This design comes from an exercise in tuning for small area, a short achievable clock period and few clock cycles on the open sky130 flow, not from production work. RTL that was checked went through simulation tests only; none was proved equivalent to the original. Power figures rest on the tool's default switching activity, not on a simulated workload.

==> inputs of run a <==
Design strv2_vlc_enc, start of the top module:
module strv2_vlc_enc (
    input  wire        clk,
    input  wire        rst,             
    input  wire        start,
    input  wire [15:0] cfg_mbtotal,     
    input  wire        in_valid,
    output wire        in_ready,
    input  wire [15:0] in_data,
    output reg         out_valid,
    input  wire        out_ready,
    output wire [15:0] out_data,
    output reg         done,            
    output reg         fault,           
    output reg  [1:0]  err_code,        
    output wire [31:0] code_count,      
    output wire [15:0] hdr_count,       
    output reg  [5:0]  qscale           
);
    localparam W = 48;                   
    localparam [15:0] EOD_WORD = 16'hFE00;
    localparam [1:0] S_IDLE = 2'd0,      
                     S_RUN  = 2'd1,      
                     S_FIN  = 2'd2,      
                     S_FLT  = 2'd3;      
    reg  [1:0]   st;
    reg          rdy;                    
    reg  [15:0]  ir;                     
    reg          ir_v;
    reg          dc_next;                
    reg  [2:0]   blk;                    
    reg  [15:0]  mb_rem;                 
    reg          last_mb;                
  ...
export LEC_CHECK = 0
export ABC_CLOCK_PERIOD_IN_PS = 4000
export CAP_MARGIN = 20
export CORE_MARGIN = 2
export CORE_UTILIZATION = 40
export PLACE_DENSITY = 0.6
export SETUP_SLACK_MARGIN = 5
export SLEW_MARGIN = 20
create_clock -name core_clock -period 10.0 [get_ports {clk}]
run.sh (not shown) runs the stock make flow with config.mk's settings and CLKGATE_MAP_FILE= SYNTH_SCRIPT=/design/flow/synth_recipe.tcl, a recipe that flattens the netlist after the stock synthesis.
==> inputs of run b, as changes to run a <==
ABC_CLOCK_PERIOD_IN_PS = default   (was 4000)
SETUP_SLACK_MARGIN = default   (was 5)
==> results.txt <==
item                                                            run a           run b
Areal power density over the cells                         101 nW/µm²      101 nW/µm²
Final core utilization                                          51.5%           45.0%
Number of stages on the worst setup path                           21              20
Worst R2R Start                                                ir[10]           ir[9]
Sw Ratio                                                        31.2%           31.4%
Wire length the detailed router placed on met1                25.9 mm         25.2 mm
Clock latency at the later pin of the worst-skew pair          450 ps          440 ps
Clock buffer cells                                                 17              20
Max Fanout on Critical Path                                        33              26
Required time of the critical path                           10310 ps        10330 ps
Initial antenna violation count                                     3               5
Placement Setup Slack                                         3600 ps         3320 ps
Outcome                                                finished clean  finished clean
Worst-case setup margin in the final layout                   4920 ps         3070 ps
Number of inserted filler cells in the final layout              3149            3300
Clock tree cell share of total cell area                        3.80%           3.50%
First element of the critical path                             ir[10]           ir[9]
Function was not checked in any run of this note: the RTL went through the layout flow alone.

==> trial 64: inputs <==
Another version of the RTL of strv2_vlc_enc (not shown whole).
export LEC_CHECK = 0
export CAP_MARGIN = 20
export CORE_MARGIN = 2
export CORE_UTILIZATION = 40
export PLACE_DENSITY = 0.6
export SETUP_SLACK_MARGIN = 5
export SLEW_MARGIN = 20
create_clock -name core_clock -period 10.0 [get_ports {clk}]
standard.sh (not shown) runs the stock make flow with config.mk's settings and CLKGATE_MAP_FILE= SYNTH_SCRIPT=/design/flow/synth_recipe.tcl, a recipe that flattens the netlist after the stock synthesis.
==> flow/flow/run.sh <==
#!/bin/bash
bash standard.sh SETUP_SLACK_MARGIN=7 finish > standard.log 2>&1
==> inputs of trial 87, as changes to trial 64 <==
--- a/flow/design.v
+++ b/flow/design.v
@@ -139,17 +139,17 @@
     output wire [15:0] out_data,
     output reg         done,            
     output reg         fault,           
     output reg  [1:0]  err_code,        
     output wire [31:0] code_count,      
     output wire [15:0] hdr_count,       
     output reg  [5:0]  qscale           
 );
-    localparam W = 56;                   
+    localparam W = 53;                   
     localparam [15:0] EOD_WORD = 16'hFE00;
     localparam [1:0] S_IDLE = 2'd0,      
                      S_RUN  = 2'd1,      
                      S_FIN  = 2'd2,      
                      S_FLT  = 2'd3;      
     reg  [1:0]   st;
     reg          rdy;                    
     reg  [15:0]  ir;
@@ -214,20 +214,23 @@
             c_len  = 5'd22;
         end
     end
     wire l_go  = l_v && room;                                
     wire p_err = l_go && l_err;
     wire p_app = l_go && !l_err;
     wire d_go  = (st == S_RUN) && !zero_mb && a_v && (!l_v || l_go);
     wire         drain  = out_valid && out_ready;
-    wire [W-1:0] ins    = {c_code, {(W-22){1'b0}}} >> fill;
-    wire [W-1:0] merged = p_app ? (bb | ins) : bb;
+    wire [21:0]  a_code = c_code & {22{p_app}};
+    wire [W-1:0] ins    = {a_code, {(W-22){1'b0}}} >> fill[4:0];
+    wire [W-1:0] merged = bb | ins;
     wire [5:0]   f_nd   = fill + (p_app ? {1'b0, c_len} : 6'd0);
     wire [5:0]   f_d    = (f_nd >= 6'd16) ? f_nd - 6'd16 : 6'd0;
+    wire mb_ld  = (st == S_IDLE) && (!done || start);
+    wire mb_dec = d_go && !dc_next && w_eod && (blk == 3'd5);
     reg [1:0] st_nx;
     always @(*) begin
         st_nx = st;
         case (st)
             S_IDLE: if (start) st_nx = S_RUN;
             S_RUN:  if (zero_mb || p_err) st_nx = S_FLT;
                     else if (p_app && l_fin) st_nx = l_cerr ? S_FLT : S_FIN;
             default: ;
@@ -256,26 +259,27 @@
             l_fin   <= !dc_next && w_eod && last_blk;
             l_err   <= dc_next && (w_eod || bad_q);
             l_cerr  <= cnt_hi;
             l_prog  <= dc_next && w_eod;
             l_hit   <= lk_hit;
             l_tcode <= lk_code;
             l_tlen  <= lk_len;
         end
-        if (st == S_IDLE && (!done || start)) begin
+        if (mb_ld) begin
             mb_rem  <= cfg_mbtotal;
             last_mb <= (cfg_mbtotal == 16'd1);
             zero_mb <= (cfg_mbtotal == 16'd0);
         end else if (st == S_FIN) begin
             mb_rem  <= {5'd0, {1'b0, cnt[15:6]} + {10'd0, |cnt[5:0]}};
-        end else if (d_go && !dc_next && w_eod && (blk == 3'd5)) begin
+        end else if (mb_dec) begin
             mb_rem  <= mb_rem - 16'd1;
             last_mb <= (mb_rem == 16'd2);
         end
+        cnt <= (cnt & {16{!(fresh && d_go)}}) + {15'd0, d_go};
         bb <= (st == S_IDLE) ? {W{1'b0}} : drain ? {merged[W-17:0], 16'd0} : merged;
         if (rst) begin
             st        <= S_IDLE;
             rdy       <= 1'b1;
             a_v       <= 1'b0;
             l_v       <= 1'b0;
             fill      <= 6'd0;
             room      <= 1'b1;
@@ -313,17 +317,16 @@
         end
         if (st == S_IDLE) begin
             dc_next <= 1'b1;
             fresh   <= 1'b1;
             blk     <= 3'd0;
             cnt_hi  <= 1'b0;
         end else if (d_go) begin
             fresh <= 1'b0;
-            cnt   <= fresh ? 16'd1 : cnt + 16'd1;
             if (!fresh && (&cnt[15:6] || cnt == 16'hFFBF))
                 cnt_hi <= 1'b1;
             if (dc_next) begin
                 dc_next <= 1'b0;
                 qscale  <= w_run;
             end else if (w_eod) begin
                 dc_next <= 1'b1;
                 blk     <= (blk == 3'd5) ? 3'd0 : blk + 3'd1;
Settings changed: ABC_AREA set to 1, CORE_UTILIZATION 40 to 60, PLACE_DENSITY 0.6 to 0.75.
==> comparison table <==
metric	trial 64	trial 87
Post-CTS Repair Setup Buffers	87	40
Clock share of power	0.351	0.376
Area delta synth->final	26.6%	16.2%
Status	complete, no violations	complete, no violations
Worst Hold Slack	442 ps	441 ps
Clock sink count	180	177
Yosys reg bits	180	177
Sequential cell count	180	177
RR Startpoint	l_fin$_DFFE_PP_	ir[0]$_DFFE_PP_
Post-layout minimum cycle time	3270 ps	3020 ps
Chip width	184 um	145 um
Mean routed wirelength per cell	22.3 um	16.8 um
Fraction of area in multi-input gates	0.507	0.465
Post-CTS clock slew at the launch and capture registers of the worst setup and hold paths	70 ps	80 ps
Part of the power in combinational logic	0.206	0.162
Full die area	33900 sq um	20900 sq um
Wl on met1	19700 um	14100 um
Clock network power	0.000681 W	0.000671 W
Startpoint-to-endpoint class of the critical path	reg -> reg	reg -> out
Testbench counts of trial 87, summed over its fixed seeds: cycles 12,985.
The RTL of trial 64 was laid out without a check of its function.

==> 10-17 <==
RTL: one of the versions met above, not the one the previous note started from.
## strv2_vlc_enc
module strv2_vlc_enc (
    input  wire        clk,
    input  wire        rst,             
    input  wire        start,
    input  wire [15:0] cfg_mbtotal,     
    input  wire        in_valid,
    output wire        in_ready,
    input  wire [15:0] in_data,
    output reg         out_valid,
    input  wire        out_ready,
    output wire [15:0] out_data,
    output reg         done,            
    output reg         fault,           
    output reg  [1:0]  err_code,        
    output wire [31:0] code_count,      
    output wire [15:0] hdr_count,       
    output reg  [5:0]  qscale           
);
    localparam W = 53;                   
    localparam [15:0] EOD_WORD = 16'hFE00;
    localparam [1:0] S_IDLE = 2'd0,      
                     S_RUN  = 2'd1,      
                     S_FIN  = 2'd2,      
                     S_FLT  = 2'd3;      
    reg  [1:0]   st;
    reg          rdy;                    
    reg  [15:0]  ir;
    reg          a_v;
    reg          dc_next;                
    reg          fresh;                  
    reg  [2:0]   blk;                    
    reg  [15:0]  mb_rem;                 
    reg          last_mb;                
    reg          zero_mb;                
    reg  [15:0]  cnt;                    
  ...
Settings: LEC_CHECK=0, ABC_AREA=1, CAP_MARGIN=20, CORE_MARGIN=2, CORE_UTILIZATION=60, CTS_BUF_LIST=sky130_fd_sc_hd__clkbuf_8, PLACE_DENSITY=0.75, SETUP_SLACK_MARGIN=5, SLEW_MARGIN=20; clock period 10.0 ns.
Scripts as last shown in full above: flow/flow/run.sh
==> 04-14 (differences from 10-17) <==
==> flow/flow/run.sh (replaced) <==
#!/bin/bash
bash standard.sh SETUP_SLACK_MARGIN=7 "BUFFER_PORTS_ARGS=-buffer_cell sky130_fd_sc_hd__buf_1" finish > standard.log 2>&1
--- a/flow/config.mk
+++ b/flow/config.mk
@@ -5,11 +5,10 @@
 export SDC_FILE = /design/flow/constraint.sdc
 export NUM_CORES = 4
 export LEC_CHECK = 0
 export ABC_AREA = 1
 export CAP_MARGIN = 20
 export CORE_MARGIN = 2
 export CORE_UTILIZATION = 60
-export CTS_BUF_LIST = sky130_fd_sc_hd__clkbuf_8
 export PLACE_DENSITY = 0.75
 export SETUP_SLACK_MARGIN = 5
 export SLEW_MARGIN = 20
==> 08-15 (differences from 10-17) <==
--- a/flow/design.v
+++ b/flow/design.v
@@ -260,22 +260,24 @@
             l_err   <= dc_next && (w_eod || bad_q);
             l_cerr  <= cnt_hi;
             l_prog  <= dc_next && w_eod;
             l_hit   <= lk_hit;
             l_tcode <= lk_code;
             l_tlen  <= lk_len;
         end
+        if (mb_ld)
+            mb_rem <= cfg_mbtotal;
+        else if (st == S_FIN)
+            mb_rem <= {5'd0, {1'b0, cnt[15:6]} + {10'd0, |cnt[5:0]}};
+        else
+            mb_rem <= mb_rem - {15'd0, mb_dec};
         if (mb_ld) begin
-            mb_rem  <= cfg_mbtotal;
             last_mb <= (cfg_mbtotal == 16'd1);
             zero_mb <= (cfg_mbtotal == 16'd0);
-        end else if (st == S_FIN) begin
-            mb_rem  <= {5'd0, {1'b0, cnt[15:6]} + {10'd0, |cnt[5:0]}};
         end else if (mb_dec) begin
-            mb_rem  <= mb_rem - 16'd1;
             last_mb <= (mb_rem == 16'd2);
         end
         cnt <= (cnt & {16{!(fresh && d_go)}}) + {15'd0, d_go};
         bb <= (st == S_IDLE) ? {W{1'b0}} : drain ? {merged[W-17:0], 16'd0} : merged;
         if (rst) begin
             st        <= S_IDLE;
             rdy       <= 1'b1;
--- a/flow/config.mk
+++ b/flow/config.mk
@@ -5,11 +5,10 @@
 export SDC_FILE = /design/flow/constraint.sdc
 export NUM_CORES = 4
 export LEC_CHECK = 0
 export ABC_AREA = 1
 export CAP_MARGIN = 20
 export CORE_MARGIN = 2
 export CORE_UTILIZATION = 60
-export CTS_BUF_LIST = sky130_fd_sc_hd__clkbuf_8
 export PLACE_DENSITY = 0.75
 export SETUP_SLACK_MARGIN = 5
 export SLEW_MARGIN = 20
==> flow_summary.toml <==
[finish]
layout-drive-gt1-share_pct = 18.4
seq_area_share_pct = 33.0

[synthesis]
synth-simple-area-share_pct = 38.3
synth_area_mm2 = 0.0119

[critical_path]
critPathArrivalTime_ns = 1.11

[status]
status = "timing/DRC/antenna clean"

[power_and_ir_drop]
power_clock_mw = 0.505

[sta]
worst_slew_pin_slew_ns = 1.03
-- figures above: 10-17

==> flow_summary.toml <==
[status]
status = "timing/DRC/antenna clean"

[finish]
layout-drive-gt1-share_pct = 13.4

[synthesis]
synth-simple-area-share_pct = 38.3
synth_area_mm2 = 0.0119
-- figures above: 04-14

==> flow_summary.toml <==
[sta]
worst_slew_pin_slew_ns = 1.10

[synthesis]
synth_area_mm2 = 0.0115
synth-simple-area-share_pct = 38.7

[finish]
seq_area_share_pct = 31.3
layout-drive-gt1-share_pct = 20.4

[power_and_ir_drop]
power_clock_mw = 0.691

[status]
status = "timing/DRC/antenna clean"
-- figures above: 08-15

Testbench counts of 10-17, summed over its fixed seeds: cycles 12,985.
Testbench counts of 04-14, summed over its fixed seeds: cycles 12,985.
Testbench counts of 08-15, summed over its fixed seeds: cycles 12,985.

[static timing again, ports no longer ideal]
The results above use ideal ports. As a check the final layouts listed here were re-extracted and re-timed, cells and wires unchanged.
Step 1, drivers: a clkbuf_16 drives clk and a buf_2 each remaining input, both assumed.
Step 2, shift: input delay + t, output delay - t, t = (earliest + latest rising clock arrival at the registers) / 2. This alone moves slack from input paths to output paths.
Three values: no drivers, after step 1, after step 2; two values: the first two.
run | t (ns) | setup WS [ns] | hold WS [ns] | latest minus earliest clock arrival (ns) | worst data-port slew with drivers (ns)
run a | 0.490 | 4.924 / 4.924 / 4.788 | 0.505 / 0.505 / 0.505 | 0.029 / 0.029 | 0.06
run b | 0.477 | 3.065 / 3.065 / 3.065 | 0.553 / 0.553 / 0.553 | 0.011 / 0.010 | 0.04
trial 64 | 0.498 | 6.730 / 6.730 / 6.345 | 0.442 / 0.442 / 0.442 | 0.015 / 0.014 | 0.07
trial 87 | 0.481 | 6.977 / 6.929 / 6.540 | 0.441 / 0.441 / 0.441 | 0.020 / 0.020 | 0.05
10-17 | 0.518 | 6.892 / 6.849 / 6.579 | 0.453 / 0.453 / 0.453 | 0.029 / 0.029 | 0.04
04-14 | 0.485 | 6.969 / 6.919 / 6.719 | 0.441 / 0.441 / 0.441 | 0.020 / 0.021 | 0.04
08-15 | 0.490 | 6.939 / 6.889 / 6.529 | 0.458 / 0.458 / 0.458 | 0.026 / 0.026 | 0.07
After both steps setup and hold are still met in every run listed. The setup slack of trial 87, which loses most, moves by -0.048 ns with the drivers and by -0.437 ns with both steps.
